This is an optimization exercise on Yosys and OpenROAD, whose aim is small area, a short achievable clock period and few clock cycles per item, not a production implementation.
The RTL was checked by simulation tests, not by an equivalence proof against the original design.
Power and IR drop assume default switching activity.

--- flow/run.sh ---
#!/bin/bash
# synth_recipe.tcl (not shown) runs the flow's synth.tcl, then flattens the netlist and writes it again
# the make line also repeats each setting of config.mk as NAME=value (left out here)
make -C /OpenROAD-flow-scripts/flow DESIGN_CONFIG=/design/flow/config.mk WORK_HOME=/design/flow/orfs CLKGATE_MAP_FILE= SYNTH_SCRIPT=/design/flow/synth_recipe.tcl finish
--- flow/config.mk ---
export PLATFORM = sky130hd
export DESIGN_NAME = wm_enc
export DESIGN_NICKNAME = wm_enc
export VERILOG_FILES = /design/flow/design.v
export SDC_FILE = /design/flow/constraint.sdc
export NUM_CORES = 4
export LEC_CHECK = 0
export CAP_MARGIN = 20
export CORE_MARGIN = 2
export CORE_UTILIZATION = 40
export SLEW_MARGIN = 20
--- flow/constraint.sdc ---
create_clock -name core_clock -period 10.0 [get_ports {clk}]
set_input_delay 2.0000 -clock core_clock [delete_from_list [all_inputs] [get_ports {clk}]]
set_output_delay 2.0000 -clock core_clock [all_outputs]
set_load 0.01 [all_outputs]
--- flow/design.v ---
module wm_enc (
    input  wire       clk,
    input  wire       rst,          
    input  wire       wr_en,
    input  wire [7:0] wr_addr,
    input  wire [7:0] wr_data,
    input  wire       start,
    input  wire [8:0] len,          
    input  wire [7:0] window,       
    input  wire [7:0] min_match,    
    output wire       busy,
    output wire       out_valid,
    output wire [7:0] out_data,
    input  wire       out_ready
);
    localparam FD = 3;              
    reg [7:0] mem [0:255];
    reg       wr_q;
    reg [7:0] wa_q;
    reg [7:0] wd_q;
    reg       busy_r;
    always @(posedge clk) begin
        if (rst) wr_q <= 1'b0;
        else     wr_q <= wr_en & ~busy_r;
        wa_q <= wr_addr;
        wd_q <= wr_data;
    end
    always @(posedge clk) begin
        if (wr_q)
            mem[wa_q] <= wd_q;
    end
    reg [8:0] n;           
    reg [7:0] w;           
    reg [7:0] m;           
    reg       srch;        
    reg [8:0] pos;         
    reg [8:0] cur;         
    reg [8:0] ra;          
    reg [7:0] j;           
    reg [8:0] lo;          
    reg       first;       
    reg       cur_lt_n;    
    reg [7:0] b;           
    reg [7:0] lit;         
    reg [7:0] b1;          
    reg [255:0] A;         
    reg [16:0] fq [0:FD-1];    
    reg [1:0]  fcnt;
    reg       ov;
    reg [7:0] od;
    reg [7:0] nb1, nb2;
    reg [1:0] rem;
    wire [7:0] rd = mem[ra[7:0]];
    wire [255:0] eq;
    genvar g;
    generate
        for (g = 0; g < 256; g = g + 1) begin : g_eq
            assign eq[g] = (mem[g] == b);
        end
    endgenerate
    wire [255:0] lt_pos, ge_lo;
    generate
        for (g = 0; g < 256; g = g + 1) begin : g_th
            assign lt_pos[g] = (pos > g);
            assign ge_lo[g]  = (lo <= g);
        end
    endgenerate
    wire [255:0] prev = first ? ge_lo : {A[254:0], 1'b0};
    wire [255:0] acand = eq & lt_pos & prev;
    wire         any = (|acand) & (first | cur_lt_n);
    reg [7:0] amin;
    integer q;
    always @(*) begin
        amin = 8'd0;
        for (q = 255; q >= 0; q = q - 1)
            if (A[q]) amin = q[7:0];
    end
    wire [8:0] off = cur - 9'd1 - {1'b0, amin};
    wire run = srch && (fcnt != FD);
    wire is_m = !first && ({1'b0, j} >= {1'b0, m});
    wire tok = run && !any;
    wire [16:0] tok_d = is_m ? {1'b1, off[7:0], j} : {1'b0, (first ? b : lit), 8'd0};
    wire [8:0] pos1 = pos + 9'd1;
    wire [8:0] lo_p1 = (pos1 > {1'b0, w}) ? pos1 - {1'b0, w} : 9'd0;
    wire [8:0] lo_cur = (cur > {1'b0, w}) ? cur - {1'b0, w} : 9'd0;
    wire take = !ov || out_ready;                
    wire pop = take && (rem == 2'd0) && (fcnt != 0);
    always @(posedge clk) begin
        if (rst) begin
            busy_r <= 1'b0;
            srch   <= 1'b0;
        end else if (!busy_r) begin
            if (start) begin
                busy_r <= 1'b1;
                srch   <= (len != 9'd0);
            end
        end else begin
            if (tok && (is_m ? (cur >= n) : (pos1 >= n)))
                srch <= 1'b0;
            if (!srch && fcnt == 2'd0 && rem == 2'd0 && take)
                busy_r <= 1'b0;
        end
    end
    always @(posedge clk) begin
        if (!busy_r) begin
            n     <= len;
            w     <= window;
            m     <= (min_match < 8'd3) ? 8'd3 : min_match;
            pos   <= 9'd0;
            cur   <= 9'd0;
            ra    <= 9'd1;
            j     <= 8'd0;
            lo    <= 9'd0;
            first <= 1'b1;
            cur_lt_n <= 1'b1;
            b     <= (wr_q && wa_q == 8'd0) ? wd_q : mem[0];
        end else if (run) begin
            A <= acand;
            if (first) begin
                lit <= b;
                b1  <= rd;
            end
            if (any) begin
                first <= 1'b0;
                cur   <= ra;
                ra    <= ra + 9'd1;
                cur_lt_n <= (ra < n);
                j     <= j + 8'd1;
                b     <= rd;
            end else if (is_m) begin
                first <= 1'b1;
                pos   <= cur;
                j     <= 8'd0;
                lo    <= lo_cur;
            end else begin
                first <= 1'b1;
                pos   <= pos1;
                cur   <= pos1;
                ra    <= pos + 9'd2;
                cur_lt_n <= 1'b1;
                j     <= 8'd0;
                lo    <= lo_p1;
                b     <= first ? rd : b1;
            end
        end
    end
    integer e;
    always @(posedge clk) begin
        if (rst || !busy_r) begin
            fcnt <= 2'd0;
        end else begin
            if (pop) begin
                for (e = 0; e < FD - 1; e = e + 1)
                    fq[e] <= fq[e + 1];
            end
            if (tok) begin
                if (pop) fq[fcnt - 2'd1] <= tok_d;
                else     fq[fcnt] <= tok_d;
            end
            fcnt <= fcnt + {1'b0, tok} - {1'b0, pop};
        end
    end
    always @(posedge clk) begin
        if (rst || !busy_r) begin
            ov  <= 1'b0;
            rem <= 2'd0;
        end else if (take) begin
            if (rem != 2'd0) begin
                ov  <= 1'b1;
                od  <= nb1;
                nb1 <= nb2;
                rem <= rem - 2'd1;
            end else if (fcnt != 0) begin
                ov  <= 1'b1;
                od  <= {7'd0, fq[0][16]};
                nb1 <= fq[0][15:8];
                nb2 <= fq[0][7:0];
                rem <= fq[0][16] ? 2'd2 : 2'd1;
            end else begin
                ov  <= 1'b0;
            end
        end
    end
    assign busy      = busy_r;
    assign out_valid = ov;
    assign out_data  = od;
endmodule
==> impl_results.md <==
* Result of the run: finished clean
* Clock tree buffer depth at 4
* Estimated wirelength of the detail-placed design at 548300 um
* Pins Over Slew Limit at 0
* Arithmetic-cell share of the synthesized area counting full adders, half adders and majority gates at 0.7451%
* Largest net degree at the start of global routing at 133
* Width of the die at 582.8 um
* Final cell area excluding filler cells at 152000 sq um
* Measured slew at the worst slew-check pin at 1393 ps
* Min cycle time layout at 9204 ps
* Number of global-route vias before repair at 96110
* Post-synthesis xor/xnor area fraction at 13.63%
* Critical path arrival at 9920 ps
* Cell taking the most area after synthesis: sky130_fd_sc_hd__edfxtp_1
* Worst Setup End Kind: register
* Clock Sinks at 2506
* Largest fanout of any net on the critical path at 28
* Hold crit path type: register to register
* Critical Path Source Type: register
* Buffers inserted during post-CTS setup optimization at 0
* Cell area after placement at 142200 sq um
* Count of buffers inserted at the top-level ports at 55
* Post-DRT Antenna Nets at 0
* Clock tree from TritonCTS: built
* CTS buffer count at 294
* Slowest library cell on the worst path: sky130_fd_sc_hd__a221oi_1
* Post-synthesis mux area share at 11.89%
* Initial standard-cell utilization of the core at 40.19%
* Highest-count cells in the layout ignoring fill and taps: sky130_fd_sc_hd__edfxtp_1 (2428), sky130_fd_sc_hd__xor2_1 (1051), sky130_fd_sc_hd__xnor2_1 (1035), sky130_fd_sc_hd__mux4_2 (680), sky130_fd_sc_hd__nor2_1 (596)
* Number of placed cells counting well taps at 14080
* I/O pin total at 56
* Max Cap Violations at 0
* Maximum single-stage delay on the critical path at 1070 ps
* Crit-path most repeated cell: sky130_fd_sc_hd__buf_4
* Number of DRC markers after the initial detailed-route iteration at 16750
* Die outline area at 339700 sq um
* Final non-filler cell total at 14670
* Wire length of the first global-routing pass at 939400 um
* Count of vias placed by the detailed router at 101100
* Unrepaired setup endpoints after global routing: no
* Static Leak at 47.46 nW
* Insertion delay of the later-clocked pin in the worst-skew pair at 1000 ps
* Die Y-Extent at 582.8 um
* Avg Inst Size Synth at 13.66 sq um
* Cell Chain, Critical Path: inv_1, ha_1, buf_4, nand2b_1, nand2_1, a21oi_1, a2111oi_0, buf_4, or4_1, or4_1, nor4_1, nand4_1, o32ai_4, nand2_2, buf_4, a221oi_1, a211oi_1
* Share of the synthesized area in the top cell type at 54.41%
* Share of the clock period used by the worst path after layout at 92.04%
* Synthesized netlist cell count at 9813
* Number of gates given a new drive strength after cts at 0
* Final Setup Violations at 0
* Count of cell types in the netlist at 95
* Warnings, synthesis at 1
* Compound-cell area share of the yosys netlist at 6.571%
* Hold buffer count at CTS at 0
* Fin util at 45.59%
* Number of nets produced by synthesis at 9937
* Drt wl/cell at 49.06 um
* Relative area change from synthesis to final layout at 13.44%
* Layout fillers at 29640
* Overflow left after global routing at 0
* Netlist area before placement at 134000 sq um
* Start-to-end type of the worst setup path: register to register
* Share of layout cells above drive strength 1 at 18.50%
* Placer's final routability congestion estimate at 1.167
* Sequential area share after synthesis at 55.57%
* Top achievable clock speed at 0.1086 GHz
* Standard-cell rows at 212
* Final Skew at 76.59 ps
* Clock Pin Slew Worst Setup and Hold Paths at 60 ps
* Final hold slack at 416.7 ps
* Flip-flop and latch area at 74550 sq um
* Worst supply voltage drop on vdd at 145.7 uV
* Layout Nets at 10120
* Buffer cell driving the clock tree root: sky130_fd_sc_hd__clkbuf_16
* Core Footprint at 333400 sq um
* Top_reg_cell synth: sky130_fd_sc_hd__edfxtp_1
* Initial antenna violation count at 123
* Top area cells in the synthesized netlist: sky130_fd_sc_hd__edfxtp_1 (54%), sky130_fd_sc_hd__mux4_2 (11%), sky130_fd_sc_hd__xor2_1 (6.9%)
* Synthesis-stage register bit count at 2506
* Combined area of the multi-input logic cells at 56810 sq um
* Areal power density over the cells at 174.1 nW/um^2
* Required time reported for the critical path endpoint at 10720 ps
* Number of synthesized flops with an enable pin at 2428
* Total negative slack for setup checks at 0 ps
* Post-synthesis share of cell area spent on and, or, nand and nor gates at 8.707%
* DR vias/cell at 6.892
* Proportion of synthesized flip-flops having asynchronous set or reset at 0%
* Combinational family with the most area after synthesis: XOR/XNOR gates
* Post-route DRC violation count at 0
* H-tree lvl count at 5
* Relative slew slack at 6.303%
* Most frequent standard cell in the layout excluding fill and tap cells: sky130_fd_sc_hd__edfxtp_1
* DR pass1 iterations at 6
* Global router's overall resource usage at 41.56%
* Routed Wire Length at 719900 um
* Hold Fails Final Rpt at 0
where the power goes:
group | switching, mW | internal, mW
registers | 0.160 | 11.6
clock network | 4.83 | 6.17
logic | 2.59 | 1.15
critical path, delay by kind of cell, from the launching register on:
kind,cells,cell delay [ps]
AO/OA/AOI/OAI,5,2690
adder cells (fa/ha/maj),1,220
buffers and inverters,4,1210
flip-flops,1,480
AND/OR/NAND/NOR,7,4320
through the flow:
stage / setup WS (ps) / total power [mW]
finish: 796.0 / 26.46
CTS: 1431 / 26.33
global placement: 791.6 / 15.50
global route: 1162 / 26.87
detailed placement: 1466 / 15.51
floorplan: 1476 / 13.94
final timing paths:
check / to / depth (start not counted) / start / slack [ps]
hold / removal: nb2[5] / 0 / fq[0][5] / 420
hold reg to reg: nb2[5] / 0 / fq[0][5] / 420
setup reg to reg: lo[1] / 17 / pos[1] / 800
setup / recovery: lo[1] / 17 / pos[1] / 800
Yosys cell counts (all sizes together), types with 18 or more instances:
cell type / n
clkbuf: 287
o31ai: 41
nor2b: 52
ha: 75
mux2i: 26
dfxtp: 78
nor4: 430
xor2: 1051
nor3: 169
and2: 20
a31oi: 34
edfxtp: 2428
or2: 21
buf: 403
o21ai: 298
or4: 31
nand2b: 36
a21o: 26
a2111oi: 85
nor2: 610
a211oi: 100
and3: 20
mux2: 32
o221ai: 26
or3: 20
a21oi: 309
o2111ai: 158
a221oi: 33
xnor2: 1035
nand2: 382
o211ai: 52
nand3: 215
inv: 135
nor4bb: 18
nand4: 179
mux4: 680
final cells by class:
type	count	share of cell area, %
diodes	59	0.09712
clock inverters	177	1.270
repair buffers	573	3.245
clock buffers	354	5.028
well taps	4387	3.611
multi-input cells	6481	37.37
flip-flops and latches	2506	49.04
inverters	136	0.3358
sequential cells by signal (all words and copies together), names as in the netlist, 2 cells and up, named ones only:
name,cells
mem,2048
A,256
fq,51
cur,9
lo,9
n,9
pos,9
ra,9
b1,8
b,8
j,8
lit,8
m,8
nb1,8
nb2,8
od,8
w,8
wa_q,8
wd_q,8
fcnt,2
rem,2
layer usage:
metal / part of all wire [%] / track usage, %
met2: 42 / 59.17
met1: 38 / 54.67
met3: 12 / 12.53
met5: 0.083 / 0
met4: 8.1 / 27.73
logic make-up after synthesis:
kind of cell / Yosys count
buffers and inverters: 826
adders and majority gates: 78
xor gates and xnor gates: 2086
muxes: 738
AOI/OAI and AO/OA: 1303
DFF: 2506
and+or+nand+nor: 2276
Testbench counts, summed over its fixed seeds: cycles 34,977, items 13,160.

==> separate check: timing with driven ports <==
Ports are ideal in the flow. The routed layout listed here was re-timed in OpenROAD.
Step 1 assumes that a clkbuf_16 drives the clock port and a buf_2 every other input.
Step 2 times the ports against the registers' clock, not the clock port: input delays grow and output delays shrink by t, the midpoint of the rising clock arrivals with the driver on.
Three values: ideal, step 1, step 2; two values: the first two.
shift t [ns]: 1.067
slack for setup (ns): 0.796 / 0.796 / 0.796
hold WS [ns]: 0.417 / 0.417 / 0.417
slew at the worst register clock pin (ns): 0.07 / 0.07
worst data-port slew with drivers (ns): 0.07
After both steps setup and hold are still met in this run. The setup slack of this run moves by 0.000 ns with the drivers and by 0.000 ns with both steps.
